Context: an optimization exercise on an open-source flow, tuned for small area, a short achievable clock period and few clock cycles per item. The choices shown serve that exercise and are no tape-out recipe.
Where RTL was checked, it was by simulation tests only, not by an equivalence proof against the original.

==> inputs of v4 <==
## lfo_tick
module lfo_tick (
    input  wire        clk,
    input  wire        rst,
    input  wire        cmd_valid,
    output wire        cmd_ready,
    input  wire [1:0]  cmd_op,
    input  wire [31:0] cmd_arg,
    input  wire [31:0] cmd_x0,
    input  wire [31:0] cmd_x1,
    output reg         res_valid,
    output reg  [31:0] res_y0,
    output reg  [31:0] res_y1,
    output reg  [31:0] res_mult,
    output reg  [31:0] res_sins,
    output reg  [31:0] res_phase
);
clock: 24.0 ns
lec_check: 0
abc_area: 1
cap_margin: 20
core_margin: 2
core_utilization: 30
slew_margin: 20
synth_memory_max_bits: 65536
standard.sh (not shown) runs the stock make flow with config.mk's settings and CLKGATE_MAP_FILE= SYNTH_SCRIPT=/design/flow/synth_recipe.tcl, a recipe that flattens the netlist after the stock synthesis.
==> flow/flow/run.sh <==
#!/bin/bash
set -euo pipefail
MARGIN=$(cat flow/margin.txt)
bash standard.sh SETUP_SLACK_MARGIN=$MARGIN finish > layout.log 2>&1
==> flow/flow/margin.txt <==
17
==> inputs of v24, as changes to v4 <==
--- a/flow/design.v
+++ b/flow/design.v
@@ -10,14 +10,33 @@
     wire [7:0]  eb  = {b[30:24], b[23] | ~bnz};
     assign swp = b[30:0] > a[30:0];
     wire [7:0]  dab = ea - eb;
     wire [7:0]  dba = eb - ea;
     wire [7:0]  d   = swp ? dba : dab;
     assign dd = (d > 8'd26) ? 5'd26 : d[4:0];
 endmodule
+module fadd_pre_r (
+    input  wire [31:0] a,
+    input  wire [30:0] pre,
+    input  wire        rnd,
+    input  wire        spec,
+    output wire        swp,      
+    output wire [4:0]  dd        
+);
+    wire        anz = |a[30:23];
+    wire [7:0]  ea  = {a[30:24], a[23] | ~anz};
+    assign swp = ~spec & (rnd ? (pre >= a[30:0]) : (pre > a[30:0]));
+    wire        c   = rnd & (&pre[22:0]);            
+    wire [7:0]  eb0 = {pre[30:24], pre[23] | ~(|pre[30:23])};
+    wire [7:0]  eb1 = pre[30:23] + 8'd1;
+    wire [7:0]  d0  = swp ? (eb0 - ea) : (ea - eb0);
+    wire [7:0]  d1  = swp ? (eb1 - ea) : (ea - eb1);
+    wire [7:0]  d   = c ? d1 : d0;
+    assign dd = (d > 8'd26) ? 5'd26 : d[4:0];
+endmodule
 module falign (
     input  wire [23:0] m,
     input  wire [4:0]  d,
     output wire [25:0] ar,
     output wire        st
 );
     assign ar = {m, 2'b00} >> d;
@@ -136,72 +155,58 @@
     mul24x24 u_m (.a(ma), .b(mb), .p(p));
     assign e0 = ea + eb - 11'sd127;
 endmodule
 module fmul_r (
     input  wire               s,
     input  wire [47:0]        p,
     input  wire signed [10:0] e0,
-    output wire [31:0]        y
+    output wire [31:0]        y,
+    output wire [30:0]        pre,     
+    output wire               rnd,
+    output wire               ovf
 );
-    wire [7:0]  e0l = e0[7:0];
-    wire [7:0]  e0h = e0[7:0] + 8'd1;
-    wire [23:0] mh  = p[47:24];
-    wire        rh  = p[23] & ((|p[22:0]) | mh[0]);
-    wire [30:0] nh  = {e0h, mh[22:0]} + {30'd0, rh};
-    wire [23:0] mlo = p[46:23];
-    wire        rl  = p[22] & ((|p[21:0]) | mlo[0]);
-    wire [30:0] nl  = {e0l, mlo[22:0]} + {30'd0, rl};
-    wire        ovh = (e0 >= 11'sd254);
-    wire        ovl = (e0 >= 11'sd255);
-    wire [4:0]  k   = (e0 < -11'sd25) ? 5'd26 : (5'd0 - e0[4:0]);
-    wire [25:0] wv  = p[47:22];
-    wire [25:0] ws  = wv >> k;
-    wire        sts = ws[0] | (|(wv & ~(26'h3FFFFFF << k))) | (|p[21:0]);
-    wire        rs  = ws[1] & (sts | ws[2]);
-    wire [30:0] ns  = {7'd0, ws[25:2]} + {30'd0, rs};
     wire        sb  = (e0 < 11'sd1);
-    assign y = sb ? {s, ns} :
-               p[47] ? (ovh ? {s, 8'hFF, 23'd0} : {s, nh}) :
-                       (ovl ? {s, 8'hFF, 23'd0} : {s, nl});
+    wire [4:0]  k   = (e0 < -11'sd26) ? 5'd27 : (5'd1 - e0[4:0]);
+    wire [4:0]  sh  = sb ? k : {4'd0, p[47]};
+    wire [26:0] wv  = p[47:21];
+    wire [26:0] ws  = wv >> sh;
+    wire        sts = ws[0] | (|(wv & ~(27'h7FFFFFF << sh))) | (|p[20:0]);
+    assign      rnd = ws[1] & (sts | ws[2]);
+    wire [7:0]  ef  = sb ? {7'd0, ws[25]} : (e0[7:0] + {7'd0, p[47]});
+    assign      pre = {ef, ws[24:2]};
+    wire [30:0] mag = pre + {30'd0, rnd};
+    assign      ovf = ~sb & ((e0 + {10'd0, p[47]}) >= 11'sd255);
+    assign y = ovf ? {s, 8'hFF, 23'd0} : {s, mag};
 endmodule
 module lfo_pfast (
     input  wire [31:0] a,
     input  wire [25:0] ar,
     input  wire        st,
     output wire [31:0] y,
     output wire [1:0]  k,
     output wire        ge,
     output wire        ovf
 );
     localparam [30:0] TWO_PI_M = 31'h40C90FDB;
     wire        anz = |a[30:23];
-    wire [23:0] ml  = {anz, a[22:0]};
     wire [7:0]  el  = {a[30:24], a[23] | ~anz};
-    wire [23:0] bi  = ar[25:2];
-    wire        g   = ar[1];
-    wire        r   = ar[0];
-    wire [25:0] s0  = {2'b00, ml} + {2'b00, bi};
-    wire [25:0] s1  = {2'b00, ml} + {2'b00, bi} + 26'd1;
-    wire [25:0] s2  = {2'b00, ml} + {2'b00, bi} + 26'd2;
+    wire [24:0] s0  = {1'b0, anz, a[22:0]} + {1'b0, ar[25:2]};
     wire        co  = s0[24];
-    wire        rnd0 = g & (r | st | s0[0]);
-    wire        rnd1 = s0[0] & (g | r | st | s0[1]);
-    wire [7:0]  el1 = el + 8'd1;
-    wire [7:0]  el2 = el + 8'd2;
-    wire [30:0] p00 = {s0[23] ? el : 8'd0, s0[22:0]};
-    wire [30:0] p01 = s1[24] ? {el1, 23'd0} : {s1[23] ? el : 8'd0, s1[22:0]};
-    wire [30:0] p10 = {el1, s0[23:1]};
-    wire [30:0] p11 = s2[25] ? {el2, 23'd0} : {el1, s2[23:1]};
-    wire [30:0] mag = co ? (rnd1 ? p11 : p10) : (rnd0 ? p01 : p00);
+    wire [23:0] mt  = co ? s0[24:1] : s0[23:0];
+    wire        g   = co ? s0[0] : ar[1];
+    wire        sk  = co ? (ar[1] | ar[0] | st) : (ar[0] | st);
+    wire [7:0]  ef  = co ? (el + 8'd1) : (mt[23] ? el : 8'd0);
+    wire [30:0] pre = {ef, mt[22:0]};
+    wire        rnd = g & (sk | mt[0]);
+    wire [30:0] mag = pre + {30'd0, rnd};
     assign ovf = (&mag[30:23]) | (co & (el == 8'd254));
     assign y   = ovf ? {a[31], 8'hFF, 23'd0} : {a[31], mag};
-    assign k   = co ? ((rnd1 & s2[25]) ? 2'd2 : 2'd1) : {1'b0, rnd0 & s1[24]};
-    wire ge0 = (p00 >= TWO_PI_M) | ((p00 == TWO_PI_M - 31'd1) & rnd0);
-    wire ge1 = (p10 >= TWO_PI_M) | ((p10 == TWO_PI_M - 31'd1) & rnd1);
-    assign ge  = ~a[31] & (ovf | (co ? ge1 : ge0));
+    wire        rc  = rnd & (&mt);
+    assign k   = {co & rc, co ^ rc};
+    assign ge  = ~a[31] & (ovf | (pre >= TWO_PI_M) | ((pre == TWO_PI_M - 31'd1) & rnd));
 endmodule
 module lfo_walign (
     input  wire [7:0]  e,
     output wire [25:0] ar,
     output wire        st
 );
     wire [7:0] d  = e - 8'd129;
@@ -1239,35 +1244,34 @@
     reg         pswp;      
     reg         pok;       
     wire [31:0] pf_y;
     wire [1:0]  pf_k;
     wire        pf_ge, pf_ovf;
     lfo_pfast u_pf (.a(phase), .ar(par), .st(pst_k), .y(pf_y), .k(pf_k), .ge(pf_ge), .ovf(pf_ovf));
     wire [27:0] pa_s;
-    wire [4:0]  pa_lz;
     wire [7:0]  pa_el;
     wire        pa_sg, pa_sub, pa_nan, pa_inf, pa_infs, pa_zs;
     lfo_pslow u_pa (.p(phase), .q(pinc), .ar(par), .st(pst_k), .pswp(pswp), .wrap(pst == P_WA),
-                    .s(pa_s), .lz(pa_lz), .el(pa_el), .sg(pa_sg), .sub(pa_sub), .nan(pa_nan),
+                    .s(pa_s), .lz(), .el(pa_el), .sg(pa_sg), .sub(pa_sub), .nan(pa_nan),
                     .inf(pa_inf), .infs(pa_infs), .zs(pa_zs));
     reg  [27:0] sv_s;
-    reg  [4:0]  sv_lz;
     reg  [7:0]  sv_el;
     reg         sv_sg, sv_sub, sv_nan, sv_inf, sv_infs, sv_zs;
     always @(posedge clk) begin
         sv_s    <= pa_s;
-        sv_lz   <= pa_lz;
         sv_el   <= pa_el;
         sv_sg   <= pa_sg;
         sv_sub  <= pa_sub;
         sv_nan  <= pa_nan;
         sv_inf  <= pa_inf;
         sv_infs <= pa_infs;
         sv_zs   <= pa_zs;
     end
+    wire [4:0]  sv_lz;
+    flzc27 u_plz (.s(sv_s[26:0]), .lz(sv_lz));
     wire [31:0] ps_y;
     fadd_y u_ps (.s(sv_s), .lz(sv_lz), .el(sv_el), .sg(sv_sg), .sub(sv_sub), .nan(sv_nan),
                  .inf(sv_inf), .infs(sv_infs), .zs(sv_zs), .y(ps_y));
     wire ps_ge = ~ps_y[31] & (ps_y[30:0] >= TWO_PI_M) & ~((&ps_y[30:23]) & (|ps_y[22:0]));
     wire [25:0] al_ar;
     wire        al_st, al_swp, al_ok;
     lfo_palign u_al (.p(phase), .q(pinc), .ar(al_ar), .st(al_st), .pswp(al_swp), .ok(al_ok));
@@ -1472,22 +1476,25 @@
         omg4 <= omg_w;
         x04  <= x03;
         x14  <= x13;
         s4   <= s3;
         r4   <= r3;
     end
     wire [31:0] gsr_w;
-    fmul_r u_gr (.s(gsg4), .p(gp4), .e0(ge04), .y(gsr_w));
+    wire [30:0] gs_pre;
+    wire        gs_rnd, gs_ovf;
+    fmul_r u_gr (.s(gsg4), .p(gp4), .e0(ge04), .y(gsr_w), .pre(gs_pre), .rnd(gs_rnd), .ovf(gs_ovf));
     wire [31:0] gs_w = gqn4 ? QNAN :
                        gin4 ? {gsg4, 8'hFF, 23'd0} :
                        gzr4 ? {gsg4, 31'd0} :
                        gsr_w;
     wire       mswp_w;
     wire [4:0] mdd_w;
-    fadd_pre u_mp (.a(omg4), .b(gs_w), .swp(mswp_w), .dd(mdd_w));
+    fadd_pre_r u_mp (.a(omg4), .pre(gs_pre), .rnd(gs_rnd), .spec(gqn4 | gin4 | gzr4 | gs_ovf),
+                     .swp(mswp_w), .dd(mdd_w));
     reg [31:0] gs5, omg5, ss5, x05, x15;
     reg        mswp5;
     reg [4:0]  mdd5;
     always @(posedge clk) begin
         gs5   <= gs_w;
         omg5  <= omg4;
         mswp5 <= mswp_w;
@@ -1583,16 +1590,16 @@
         y1zr8 <= x1zero7 | m_zero;
         m8    <= m7;
         ss8   <= ss7;
         s8    <= s7;
         r8    <= r7;
     end
     wire [31:0] y0r_w, y1r_w;
-    fmul_r u_y0r (.s(y0s8), .p(y0p8), .e0(y0e8), .y(y0r_w));
-    fmul_r u_y1r (.s(y1s8), .p(y1p8), .e0(y1e8), .y(y1r_w));
+    fmul_r u_y0r (.s(y0s8), .p(y0p8), .e0(y0e8), .y(y0r_w), .pre(), .rnd(), .ovf());
+    fmul_r u_y1r (.s(y1s8), .p(y1p8), .e0(y1e8), .y(y1r_w), .pre(), .rnd(), .ovf());
     always @(posedge clk) begin
         res_y0   <= y0qn8 ? QNAN : y0in8 ? {y0s8, 8'hFF, 23'd0} : y0zr8 ? {y0s8, 31'd0} : y0r_w;
         res_y1   <= y1qn8 ? QNAN : y1in8 ? {y1s8, 8'hFF, 23'd0} : y1zr8 ? {y1s8, 31'd0} : y1r_w;
         res_mult <= m8;
         res_sins <= ss8;
         case ({r8, s8})
             2'b00:   res_phase <= h7;
==> flow/flow/margin.txt (replaced) <==
17.7
==> inputs of v28, as changes to v4 <==
--- a/flow/design.v
+++ b/flow/design.v
@@ -138,70 +138,52 @@
 endmodule
 module fmul_r (
     input  wire               s,
     input  wire [47:0]        p,
     input  wire signed [10:0] e0,
     output wire [31:0]        y
 );
-    wire [7:0]  e0l = e0[7:0];
-    wire [7:0]  e0h = e0[7:0] + 8'd1;
-    wire [23:0] mh  = p[47:24];
-    wire        rh  = p[23] & ((|p[22:0]) | mh[0]);
-    wire [30:0] nh  = {e0h, mh[22:0]} + {30'd0, rh};
-    wire [23:0] mlo = p[46:23];
-    wire        rl  = p[22] & ((|p[21:0]) | mlo[0]);
-    wire [30:0] nl  = {e0l, mlo[22:0]} + {30'd0, rl};
-    wire        ovh = (e0 >= 11'sd254);
-    wire        ovl = (e0 >= 11'sd255);
-    wire [4:0]  k   = (e0 < -11'sd25) ? 5'd26 : (5'd0 - e0[4:0]);
-    wire [25:0] wv  = p[47:22];
-    wire [25:0] ws  = wv >> k;
-    wire        sts = ws[0] | (|(wv & ~(26'h3FFFFFF << k))) | (|p[21:0]);
-    wire        rs  = ws[1] & (sts | ws[2]);
-    wire [30:0] ns  = {7'd0, ws[25:2]} + {30'd0, rs};
     wire        sb  = (e0 < 11'sd1);
-    assign y = sb ? {s, ns} :
-               p[47] ? (ovh ? {s, 8'hFF, 23'd0} : {s, nh}) :
-                       (ovl ? {s, 8'hFF, 23'd0} : {s, nl});
+    wire [4:0]  k   = (e0 < -11'sd26) ? 5'd27 : (5'd1 - e0[4:0]);
+    wire [4:0]  sh  = sb ? k : {4'd0, p[47]};
+    wire [26:0] wv  = p[47:21];
+    wire [26:0] ws  = wv >> sh;
+    wire        sts = ws[0] | (|(wv & ~(27'h7FFFFFF << sh))) | (|p[20:0]);
+    wire        rnd = ws[1] & (sts | ws[2]);
+    wire [7:0]  ef  = sb ? {7'd0, ws[25]} : (e0[7:0] + {7'd0, p[47]});
+    wire [30:0] mag = {ef, ws[24:2]} + {30'd0, rnd};
+    wire        ovf = ~sb & ((e0 + {10'd0, p[47]}) >= 11'sd255);
+    assign y = ovf ? {s, 8'hFF, 23'd0} : {s, mag};
 endmodule
 module lfo_pfast (
     input  wire [31:0] a,
     input  wire [25:0] ar,
     input  wire        st,
     output wire [31:0] y,
     output wire [1:0]  k,
     output wire        ge,
     output wire        ovf
 );
     localparam [30:0] TWO_PI_M = 31'h40C90FDB;
     wire        anz = |a[30:23];
-    wire [23:0] ml  = {anz, a[22:0]};
     wire [7:0]  el  = {a[30:24], a[23] | ~anz};
-    wire [23:0] bi  = ar[25:2];
-    wire        g   = ar[1];
-    wire        r   = ar[0];
-    wire [25:0] s0  = {2'b00, ml} + {2'b00, bi};
-    wire [25:0] s1  = {2'b00, ml} + {2'b00, bi} + 26'd1;
-    wire [25:0] s2  = {2'b00, ml} + {2'b00, bi} + 26'd2;
+    wire [24:0] s0  = {1'b0, anz, a[22:0]} + {1'b0, ar[25:2]};
     wire        co  = s0[24];
-    wire        rnd0 = g & (r | st | s0[0]);
-    wire        rnd1 = s0[0] & (g | r | st | s0[1]);
-    wire [7:0]  el1 = el + 8'd1;
-    wire [7:0]  el2 = el + 8'd2;
-    wire [30:0] p00 = {s0[23] ? el : 8'd0, s0[22:0]};
-    wire [30:0] p01 = s1[24] ? {el1, 23'd0} : {s1[23] ? el : 8'd0, s1[22:0]};
-    wire [30:0] p10 = {el1, s0[23:1]};
-    wire [30:0] p11 = s2[25] ? {el2, 23'd0} : {el1, s2[23:1]};
-    wire [30:0] mag = co ? (rnd1 ? p11 : p10) : (rnd0 ? p01 : p00);
+    wire [23:0] mt  = co ? s0[24:1] : s0[23:0];
+    wire        g   = co ? s0[0] : ar[1];
+    wire        sk  = co ? (ar[1] | ar[0] | st) : (ar[0] | st);
+    wire [7:0]  ef  = co ? (el + 8'd1) : (mt[23] ? el : 8'd0);
+    wire [30:0] pre = {ef, mt[22:0]};
+    wire        rnd = g & (sk | mt[0]);
+    wire [30:0] mag = pre + {30'd0, rnd};
     assign ovf = (&mag[30:23]) | (co & (el == 8'd254));
     assign y   = ovf ? {a[31], 8'hFF, 23'd0} : {a[31], mag};
-    assign k   = co ? ((rnd1 & s2[25]) ? 2'd2 : 2'd1) : {1'b0, rnd0 & s1[24]};
-    wire ge0 = (p00 >= TWO_PI_M) | ((p00 == TWO_PI_M - 31'd1) & rnd0);
-    wire ge1 = (p10 >= TWO_PI_M) | ((p10 == TWO_PI_M - 31'd1) & rnd1);
-    assign ge  = ~a[31] & (ovf | (co ? ge1 : ge0));
+    wire        rc  = rnd & (&mt);
+    assign k   = {co & rc, co ^ rc};
+    assign ge  = ~a[31] & (ovf | (pre >= TWO_PI_M) | ((pre == TWO_PI_M - 31'd1) & rnd));
 endmodule
 module lfo_walign (
     input  wire [7:0]  e,
     output wire [25:0] ar,
     output wire        st
 );
     wire [7:0] d  = e - 8'd129;
@@ -1239,35 +1221,34 @@
     reg         pswp;      
     reg         pok;       
     wire [31:0] pf_y;
     wire [1:0]  pf_k;
     wire        pf_ge, pf_ovf;
     lfo_pfast u_pf (.a(phase), .ar(par), .st(pst_k), .y(pf_y), .k(pf_k), .ge(pf_ge), .ovf(pf_ovf));
     wire [27:0] pa_s;
-    wire [4:0]  pa_lz;
     wire [7:0]  pa_el;
     wire        pa_sg, pa_sub, pa_nan, pa_inf, pa_infs, pa_zs;
     lfo_pslow u_pa (.p(phase), .q(pinc), .ar(par), .st(pst_k), .pswp(pswp), .wrap(pst == P_WA),
-                    .s(pa_s), .lz(pa_lz), .el(pa_el), .sg(pa_sg), .sub(pa_sub), .nan(pa_nan),
+                    .s(pa_s), .lz(), .el(pa_el), .sg(pa_sg), .sub(pa_sub), .nan(pa_nan),
                     .inf(pa_inf), .infs(pa_infs), .zs(pa_zs));
     reg  [27:0] sv_s;
-    reg  [4:0]  sv_lz;
     reg  [7:0]  sv_el;
     reg         sv_sg, sv_sub, sv_nan, sv_inf, sv_infs, sv_zs;
     always @(posedge clk) begin
         sv_s    <= pa_s;
-        sv_lz   <= pa_lz;
         sv_el   <= pa_el;
         sv_sg   <= pa_sg;
         sv_sub  <= pa_sub;
         sv_nan  <= pa_nan;
         sv_inf  <= pa_inf;
         sv_infs <= pa_infs;
         sv_zs   <= pa_zs;
     end
+    wire [4:0]  sv_lz;
+    flzc27 u_plz (.s(sv_s[26:0]), .lz(sv_lz));
     wire [31:0] ps_y;
     fadd_y u_ps (.s(sv_s), .lz(sv_lz), .el(sv_el), .sg(sv_sg), .sub(sv_sub), .nan(sv_nan),
                  .inf(sv_inf), .infs(sv_infs), .zs(sv_zs), .y(ps_y));
     wire ps_ge = ~ps_y[31] & (ps_y[30:0] >= TWO_PI_M) & ~((&ps_y[30:23]) & (|ps_y[22:0]));
     wire [25:0] al_ar;
     wire        al_st, al_swp, al_ok;
     lfo_palign u_al (.p(phase), .q(pinc), .ar(al_ar), .st(al_st), .pswp(al_swp), .ok(al_ok));
==> flow/flow/margin.txt (replaced) <==
18
==> run summary <==
quantity	v28	v4	v24
Post-synthesis xor/xnor area fraction	7.52%	7.97%	7.57%
Area grow syn2layout	25.2%	13.2%	20.5%
Summed instance area of the synthesized netlist	0.143 mm^2	0.151 mm^2	0.145 mm^2
Non-clock buffer contribution to total cell area	8.83%	3.60%	6.50%
Number of ordinary inverters in the final layout	2925	3038	2998
Post-route worst setup slack	16.92 ns	16.96 ns	17.51 ns
Worst Setup SP	ge04[10]	ge04[6]	rdy
Layout cells sized above 1	18.6%	7.26%	14.8%
Setup Fix Bufs, Post-CTS	677	63	264
Multi-input gate area	0.0974 mm^2	0.0977 mm^2	0.0970 mm^2
All-Layer GR Usage	22.3%	21.9%	22.2%
Placed cell areas	0.153 mm^2	0.159 mm^2	0.154 mm^2
Nonclk buf count	1613	669	1160
Fraction of area in multi-input gates	54.3%	57.3%	55.5%
Result of the run	no timing/DRC/antenna violations	no timing/DRC/antenna violations	no timing/DRC/antenna violations
Multi-input gate count	13546	14765	13670
Hold WS	0.274 ns	0.288 ns	0.292 ns
Global Route met1 Usage	27.2%	27.5%	27.2%
Critical R2R Launch	ge04[10]	ge04[6]	m7[3]
Post-layout util	37.7%	34.0%	36.3%
Transition time at the pin with the least slew margin	1.18 ns	1.27 ns	1.21 ns
Tap cells	6375	6681	6425
Min cycle time layout	7.08 ns	7.04 ns	6.49 ns
Testbench counts of v28, summed over its fixed seeds: cycles 4,324, items 4,096.
No functional check of the RTL was part of v4 and v24.

## what the ideal ports hide
How much do the figures lean on ideal ports? The routed layouts below were timed once more, with nothing changed but the port constraints. Step 1 assumes that a clkbuf_16 drives the clock port and a buf_2 every other input. Step 2 times the ports against the registers' clock, not the clock port: input delays grow and output delays shrink by t, the midpoint of the rising clock arrivals with the driver on. a / b / c = ideal ports / drivers / drivers and shift; a / b = the first two.
run | t, ns | setup slack, ns | hold slack, ns | clock arrival spread, ns
v4 | 1.030 | 16.956 / 16.956 / 16.956 | 0.288 / 0.288 / 0.288 | 0.127 / 0.127
v24 | 1.020 | 17.508 / 17.403 / 17.531 | 0.292 / 0.292 / 0.292 | 0.136 / 0.136
v28 | 1.048 | 16.920 / 16.920 / 16.920 | 0.274 / 0.274 / 0.274 | 0.085 / 0.085
After both steps setup and hold are still met in every run listed.
